Source: an optimization exercise on an open RTL-to-GDS flow (aim: small area, a short achievable clock period and few clock cycles). Production flows keep margins and buffers that such runs may drop. Function was checked by simulation only, so behaviour that the tests miss may differ from the original.

==> run a <==
// gc_src_linear
module gc_src_linear (
    input  wire        clk,
    input  wire        rst,
    input  wire        start,
    input  wire [23:0] cfg_rs,
    input  wire [23:0] cfg_rt,
    input  wire [2:0]  cfg_chm1,
    input  wire        in_valid,
    output wire        in_ready,
    input  wire [31:0] in_data,
    output reg         out_valid,
    input  wire        out_ready,
    output reg  [31:0] out_data
);
Settings: LEC_CHECK=0, ABC_AREA=1, CAP_MARGIN=20, CORE_MARGIN=2, CORE_UTILIZATION=40, SETUP_SLACK_MARGIN=5, SLEW_MARGIN=20; clock period 125.0 ns.
run.sh (not shown) runs the stock make flow with config.mk's settings and CLKGATE_MAP_FILE= SYNTH_SCRIPT=/design/flow/synth_recipe.tcl, a recipe that flattens the netlist after the stock synthesis.
==> run b (differences from run a) <==
Settings changed: CORE_UTILIZATION 40 to 55.
==> flow_metrics.py <==
metrics = {
    "timing": {
        "whs_ns": 0.335,
        "layout_setup_ws_ns": 96.52,
    },
    "setup_path": {
        "crit_slowest_cell": "a2111oi_2",
        "path_cells": "xnor2_1 > nand3_1 > o21ai_0 > o21ai_0 > nand2_1 > a2111oi_2 > clkdlybuf4s50_1",
        "r2r_slack_ns": 98.43,
        "rr_worst_depth": 131,
    },
    "status": {
        "status": "complete, no violations",
    },
}
The numbers above come from run a.

==> flow_metrics.py <==
metrics = {
    "setup_path": {
        "rr_worst_depth": 135,
        "r2r_slack_ns": 98.80,
        "crit_slowest_cell": "a2111oi_1",
        "cp_slowest_stage_delay_ns": 0.72,
        "path_cells": "xnor2_1 > nand3_1 > o21ai_0 > o21ai_0 > nand2_1 > a2111oi_1 > clkdlybuf4s50_1",
    },
    "clock_tree": {
        "numCtsBuffers": 93,
    },
    "timing": {
        "layout_setup_ws_ns": 96.53,
    },
    "status": {
        "status": "complete, no violations",
    },
    "floorplan": {
        "die_w_um": 367,
    },
    "drt": {
        "viasPerCell": 5.74,
    },
    "yosys": {
        "syn_nets": 10200,
    },
    "min_path": {
        "hold_class": "flop to flop",
    },
}
The numbers above come from run b.

Testbench counts of run a, summed over its fixed seeds: cycles 276,178.
Testbench counts of run b, summed over its fixed seeds: cycles 276,178.

---

==> job 7679: inputs <==
gc_src_linear, a different RTL version from the one above (not shown whole).
Settings: LEC_CHECK=0, ABC_AREA=1, CAP_MARGIN=20, CORE_MARGIN=2, CORE_UTILIZATION=40, SETUP_SLACK_MARGIN=5, SLEW_MARGIN=20; clock period 125.0 ns.
==> inputs of job 5689, as changes to job 7679 <==
--- a/flow/design.v
+++ b/flow/design.v
@@ -1953,27 +1953,25 @@
     output reg         out_valid,
     input  wire        out_ready,
     output reg  [31:0] out_data
 );
     reg [2:0]  chm1;
-    reg [6:0]  tsel;          
+    reg [2:0]  hd;            
     reg [23:0] rs_q, rt_q;
     reg [31:0] pr [0:7];
     reg [31:0] cr [0:7];
-    wire [31:0] p_h = pr[0];
-    wire [31:0] c_h = cr[0];
+    wire [31:0] p_h = pr[hd];
+    wire [31:0] c_h = cr[hd];
     wire load;
-    wire [31:0] p_in = load ? c_h : p_h;        
-    wire [31:0] c_in = load ? in_data : c_h;
     integer k;
     always @(posedge clk) begin
         for (k = 0; k < 7; k = k + 1) begin
-            pr[k] <= tsel[k] ? p_in : pr[k+1];
-            cr[k] <= tsel[k] ? c_in : cr[k+1];
+            pr[k] <= pr[k+1];
+            cr[k] <= cr[k+1];
         end
-        pr[7] <= p_in;
-        cr[7] <= c_in;
+        pr[7] <= load ? c_h : p_h;               
+        cr[7] <= load ? in_data : c_h;
     end
     reg        act;           
     reg        ini;           
     reg        ir;            
     reg [2:0]  ph;            
@@ -2007,37 +2005,40 @@
     wire [25:0] fz  = fdone ? {2'b0, rs_q} : 26'b0;
     wire [25:0] nrt = ~{2'b0, rt_q};
     wire [25:0] rsz = {2'b0, rs_q};
     wire [25:0] a_f, a_fp;
     rca #(26) u_af (.a(acc), .b(fz), .ci(1'b0), .s(a_f), .co());
-    wire [25:0] k1s = acc ^ fz ^ nrt;
-    wire [25:0] k1c = (acc & fz) | (acc & nrt) | (fz & nrt);
-    rca #(26) u_afp (.a(k1s), .b({k1c[24:0], 1'b0}), .ci(1'b1), .s(a_fp), .co());
-    wire [25:0] k2s = acc ^ fz ^ rsz;
-    wire [25:0] k2c = (acc & fz) | (acc & rsz) | (fz & rsz);
-    wire [25:0] k3s = k1s ^ {k1c[24:0], 1'b0} ^ rsz;
-    wire [25:0] k3c = (k1s & {k1c[24:0], 1'b0}) | (k1s & rsz) | ({k1c[24:0], 1'b0} & rsz);
+    rca #(26) u_afp (.a(a_f), .b(nrt), .ci(1'b1), .s(a_fp), .co());
+    wire [25:0] k3s = a_f ^ nrt ^ rsz;
+    wire [25:0] k3c = (a_f & nrt) | (a_f & rsz) | (nrt & rsz);
     wire        lf_s, lp_s;
-    rsg #(26) u_lf (.a(k2s), .b({k2c[24:0], 1'b0}), .ci(1'b0), .sg(lf_s));
+    rsg #(26) u_lf (.a(a_f), .b(rsz), .ci(1'b0), .sg(lf_s));
     rsg #(26) u_lp (.a(k3s), .b({k3c[24:0], 1'b0}), .ci(1'b1), .sg(lp_s));
     wire odone = !ow || (fdone && last);                 
     wire fc0   = lf;                                     
     wire fc1   = lf || (ldc == chm1);                    
     wire pr0   = fc0 && odone;
     wire pr1   = fc1 && odone;
     wire ow_s  = ow && !(fdone && last);
     wire [2:0] ph_nx  = inc(ph);
     wire [2:0] ec_nx  = issue ? inc(ec) : ec;
     wire [2:0] ldc_1  = inc(ldc);
+    wire [25:0] acc_0  = pr0 ? a_fp : a_f;
+    wire [25:0] acc_1  = pr1 ? a_fp : a_f;
+    wire        ow_0   = pr0 ? a_fp[25] : ow_s;
+    wire        ow_1   = pr1 ? a_fp[25] : ow_s;
+    wire        last_0 = pr0 ? !lp_s : !lf_s;
+    wire        last_1 = pr1 ? !lp_s : !lf_s;
+    wire        fst_0  = fst && !pr0;
+    wire        fst_1  = fst && !pr1;
+    wire        zp_0   = zp && !(pr0 && !fst);
+    wire        zp_1   = zp && !(pr1 && !fst);
     wire pop = out_valid && out_ready;
-    wire mv0 = s_v && !cnt[1];
-    wire mv1 = s_v;
-    wire mv  = pop ? mv1 : mv0;
-    wire sv_0 = issue || (s_v && !mv0);
-    wire sv_1 = issue || (s_v && !mv1);
-    wire [1:0] cn_00 = cnt + {1'b0, mv0};
-    wire [1:0] cn_01 = cnt + {1'b0, mv1} - 2'd1;
+    wire mv  = s_v && !cnt[1];
+    wire sv_n = issue || (s_v && !mv);
+    wire [1:0] cn_00 = cnt + {1'b0, mv};
+    wire [1:0] cn_01 = cnt + {1'b0, mv} - 2'd1;
     function irn;
         input l, p;
         reg       prm, lfn, own, lsn, svn, ldq;
         reg [2:0] ldn;
         reg [1:0] cnn;
@@ -2045,11 +2046,11 @@
             prm = l ? pr1 : pr0;
             lfn = (l ? fc1 : fc0) && !prm;
             own = prm ? a_fp[25] : ow_s;
             lsn = prm ? !lp_s : !lf_s;
             ldn = l ? ldc_1 : ldc;
-            svn = p ? sv_1 : sv_0;
+            svn = sv_n;
             cnn = p ? cn_01 : cn_00;
             ldq = (ldn == ec_nx) && !(svn && cnn[1]) && (ec_nx != chm1 || qv || (dv && dcnt == 7'd71));
             irn = (ph_nx == ldn) && !lfn && (!own || (lsn && ((ldn < ec_nx) || ldq)));
         end
     endfunction
@@ -2094,19 +2095,18 @@
         if (!s_v || mv) begin
             s_p <= prev_s;
             s_m <= m_y;
             s_r <= m_rnd;
         end
-        if (mv && (cnt == 2'd0 || (cnt == 2'd1 && pop))) out_data <= y;
-        else if (pop && cnt[1]) out_data <= sk;
-        if (mv && ((cnt == 2'd1 && !pop) || (cnt[1] && pop))) sk <= y;
+        if (pop || (mv && cnt == 2'd0)) out_data <= cnt[1] ? sk : y;
+        if (mv && cnt == 2'd1) sk <= y;
     end
     reg [31:0] sk;            
     always @(posedge clk) begin
         if (start) begin
             chm1 <= cfg_chm1;
-            tsel <= 7'd1 << cfg_chm1;
+            hd <= ~cfg_chm1;
             rs_q <= cfg_rs;
             rt_q <= cfg_rt;
         end
         if (ini) begin
             q <= 48'b0;
@@ -2163,26 +2163,20 @@
             ph <= ph_nx;
             ec <= ec_nx;
             if (load) ldc <= ldc_1;
             ir <= act && (load ? (pop ? ir11 : ir10) : (pop ? ir01 : ir00));
             lf <= load ? (fc1 && !pr1) : (fc0 && !pr0);
-            if (load ? pr1 : pr0) begin
-                acc <= a_fp;
-                ow <= a_fp[25];
-                last <= !lp_s;
-                fst <= 1'b0;
-                if (!fst) zp <= 1'b0;
-            end else begin
-                acc <= a_f;
-                ow <= ow_s;
-                last <= !lf_s;
-            end
+            acc  <= load ? acc_1 : acc_0;
+            ow   <= load ? ow_1 : ow_0;
+            last <= load ? last_1 : last_0;
+            fst  <= load ? fst_1 : fst_0;
+            zp   <= load ? zp_1 : zp_0;
             if (dv && dcnt == 7'd71) begin
                 dv <= 1'b0;
                 qv <= 1'b1;
             end
-            s_v <= pop ? sv_1 : sv_0;
+            s_v <= sv_n;
             cnt <= pop ? cn_01 : cn_00;
             out_valid <= pop ? (cn_01 != 2'd0) : (cn_00 != 2'd0);
         end
     end
 endmodule
- CTS_BUF_LIST: not set -> sky130_fd_sc_hd__clkbuf_8
==> inputs of job 2897, as changes to job 7679 <==
--- a/flow/design.v
+++ b/flow/design.v
@@ -1953,27 +1953,25 @@
     output reg         out_valid,
     input  wire        out_ready,
     output reg  [31:0] out_data
 );
     reg [2:0]  chm1;
-    reg [6:0]  tsel;          
+    reg [2:0]  hd;            
     reg [23:0] rs_q, rt_q;
     reg [31:0] pr [0:7];
     reg [31:0] cr [0:7];
-    wire [31:0] p_h = pr[0];
-    wire [31:0] c_h = cr[0];
+    wire [31:0] p_h = pr[hd];
+    wire [31:0] c_h = cr[hd];
     wire load;
-    wire [31:0] p_in = load ? c_h : p_h;        
-    wire [31:0] c_in = load ? in_data : c_h;
     integer k;
     always @(posedge clk) begin
         for (k = 0; k < 7; k = k + 1) begin
-            pr[k] <= tsel[k] ? p_in : pr[k+1];
-            cr[k] <= tsel[k] ? c_in : cr[k+1];
+            pr[k] <= pr[k+1];
+            cr[k] <= cr[k+1];
         end
-        pr[7] <= p_in;
-        cr[7] <= c_in;
+        pr[7] <= load ? c_h : p_h;               
+        cr[7] <= load ? in_data : c_h;
     end
     reg        act;           
     reg        ini;           
     reg        ir;            
     reg [2:0]  ph;            
@@ -2007,19 +2005,15 @@
     wire [25:0] fz  = fdone ? {2'b0, rs_q} : 26'b0;
     wire [25:0] nrt = ~{2'b0, rt_q};
     wire [25:0] rsz = {2'b0, rs_q};
     wire [25:0] a_f, a_fp;
     rca #(26) u_af (.a(acc), .b(fz), .ci(1'b0), .s(a_f), .co());
-    wire [25:0] k1s = acc ^ fz ^ nrt;
-    wire [25:0] k1c = (acc & fz) | (acc & nrt) | (fz & nrt);
-    rca #(26) u_afp (.a(k1s), .b({k1c[24:0], 1'b0}), .ci(1'b1), .s(a_fp), .co());
-    wire [25:0] k2s = acc ^ fz ^ rsz;
-    wire [25:0] k2c = (acc & fz) | (acc & rsz) | (fz & rsz);
-    wire [25:0] k3s = k1s ^ {k1c[24:0], 1'b0} ^ rsz;
-    wire [25:0] k3c = (k1s & {k1c[24:0], 1'b0}) | (k1s & rsz) | ({k1c[24:0], 1'b0} & rsz);
+    rca #(26) u_afp (.a(a_f), .b(nrt), .ci(1'b1), .s(a_fp), .co());
+    wire [25:0] k3s = a_f ^ nrt ^ rsz;
+    wire [25:0] k3c = (a_f & nrt) | (a_f & rsz) | (nrt & rsz);
     wire        lf_s, lp_s;
-    rsg #(26) u_lf (.a(k2s), .b({k2c[24:0], 1'b0}), .ci(1'b0), .sg(lf_s));
+    rsg #(26) u_lf (.a(a_f), .b(rsz), .ci(1'b0), .sg(lf_s));
     rsg #(26) u_lp (.a(k3s), .b({k3c[24:0], 1'b0}), .ci(1'b1), .sg(lp_s));
     wire odone = !ow || (fdone && last);                 
     wire fc0   = lf;                                     
     wire fc1   = lf || (ldc == chm1);                    
     wire pr0   = fc0 && odone;
@@ -2027,17 +2021,14 @@
     wire ow_s  = ow && !(fdone && last);
     wire [2:0] ph_nx  = inc(ph);
     wire [2:0] ec_nx  = issue ? inc(ec) : ec;
     wire [2:0] ldc_1  = inc(ldc);
     wire pop = out_valid && out_ready;
-    wire mv0 = s_v && !cnt[1];
-    wire mv1 = s_v;
-    wire mv  = pop ? mv1 : mv0;
-    wire sv_0 = issue || (s_v && !mv0);
-    wire sv_1 = issue || (s_v && !mv1);
-    wire [1:0] cn_00 = cnt + {1'b0, mv0};
-    wire [1:0] cn_01 = cnt + {1'b0, mv1} - 2'd1;
+    wire mv  = s_v && !cnt[1];
+    wire sv_n = issue || (s_v && !mv);
+    wire [1:0] cn_00 = cnt + {1'b0, mv};
+    wire [1:0] cn_01 = cnt + {1'b0, mv} - 2'd1;
     function irn;
         input l, p;
         reg       prm, lfn, own, lsn, svn, ldq;
         reg [2:0] ldn;
         reg [1:0] cnn;
@@ -2045,11 +2036,11 @@
             prm = l ? pr1 : pr0;
             lfn = (l ? fc1 : fc0) && !prm;
             own = prm ? a_fp[25] : ow_s;
             lsn = prm ? !lp_s : !lf_s;
             ldn = l ? ldc_1 : ldc;
-            svn = p ? sv_1 : sv_0;
+            svn = sv_n;
             cnn = p ? cn_01 : cn_00;
             ldq = (ldn == ec_nx) && !(svn && cnn[1]) && (ec_nx != chm1 || qv || (dv && dcnt == 7'd71));
             irn = (ph_nx == ldn) && !lfn && (!own || (lsn && ((ldn < ec_nx) || ldq)));
         end
     endfunction
@@ -2094,19 +2085,18 @@
         if (!s_v || mv) begin
             s_p <= prev_s;
             s_m <= m_y;
             s_r <= m_rnd;
         end
-        if (mv && (cnt == 2'd0 || (cnt == 2'd1 && pop))) out_data <= y;
-        else if (pop && cnt[1]) out_data <= sk;
-        if (mv && ((cnt == 2'd1 && !pop) || (cnt[1] && pop))) sk <= y;
+        if (pop || (mv && cnt == 2'd0)) out_data <= cnt[1] ? sk : y;
+        if (mv && cnt == 2'd1) sk <= y;
     end
     reg [31:0] sk;            
     always @(posedge clk) begin
         if (start) begin
             chm1 <= cfg_chm1;
-            tsel <= 7'd1 << cfg_chm1;
+            hd <= ~cfg_chm1;
             rs_q <= cfg_rs;
             rt_q <= cfg_rt;
         end
         if (ini) begin
             q <= 48'b0;
@@ -2178,11 +2168,11 @@
             end
             if (dv && dcnt == 7'd71) begin
                 dv <= 1'b0;
                 qv <= 1'b1;
             end
-            s_v <= pop ? sv_1 : sv_0;
+            s_v <= sv_n;
             cnt <= pop ? cn_01 : cn_00;
             out_valid <= pop ? (cn_01 != 2'd0) : (cn_00 != 2'd0);
         end
     end
 endmodule
- CTS_BUF_LIST: not set -> sky130_fd_sc_hd__clkbuf_8
==> comparison <==
Via count: job 2897 < job 5689 < job 7679.
Fmax: job 5689 is larger than job 7679 (4.3%).
Die area: job 2897 < job 5689 < job 7679.
Routed wire length: job 2897 < job 7679 < job 5689.
Testbench counts of job 7679, summed over its fixed seeds: cycles 276,178.
Testbench counts of job 5689, summed over its fixed seeds: cycles 276,178.
Testbench counts of job 2897, summed over its fixed seeds: cycles 276,178.

what the ideal ports hide:
The results above use ideal ports. As a check the final layouts listed here were re-extracted and re-timed, cells and wires unchanged.
Step 1 sets driving cells, clkbuf_16 on the clock port and buf_2 on the other inputs (assumed; they add their load-dependent delay and slew).
Step 2 adds t to the input delays and takes it off the output delays; t is the mean of the earliest and latest rising clock arrival at the registers after step 1. Input paths then give back, and output paths get back, about the clock's delay inside the block.
Slacks: no drivers / after step 1 / after step 2; pairs: no drivers / after step 1.
run | t, ns | slack for setup (ns) | cell pins on the clock port's net
run a | 0.786 | 96.523 / 96.438 / 96.238 | 1
run b | 0.776 | 96.525 / 96.445 / 96.645 | 1
job 7679 | 0.818 | 96.898 / 96.940 / 96.123 | 1
job 5689 | 0.977 | 98.045 / 97.973 / 97.500 | 1
job 2897 | 0.959 | 98.101 / 98.031 / 97.131 | 1
After both steps setup and hold are still met in every run listed. For job 2897, which loses most, drivers alone change the setup slack by -0.070 ns; drivers and shift together by -0.970 ns.
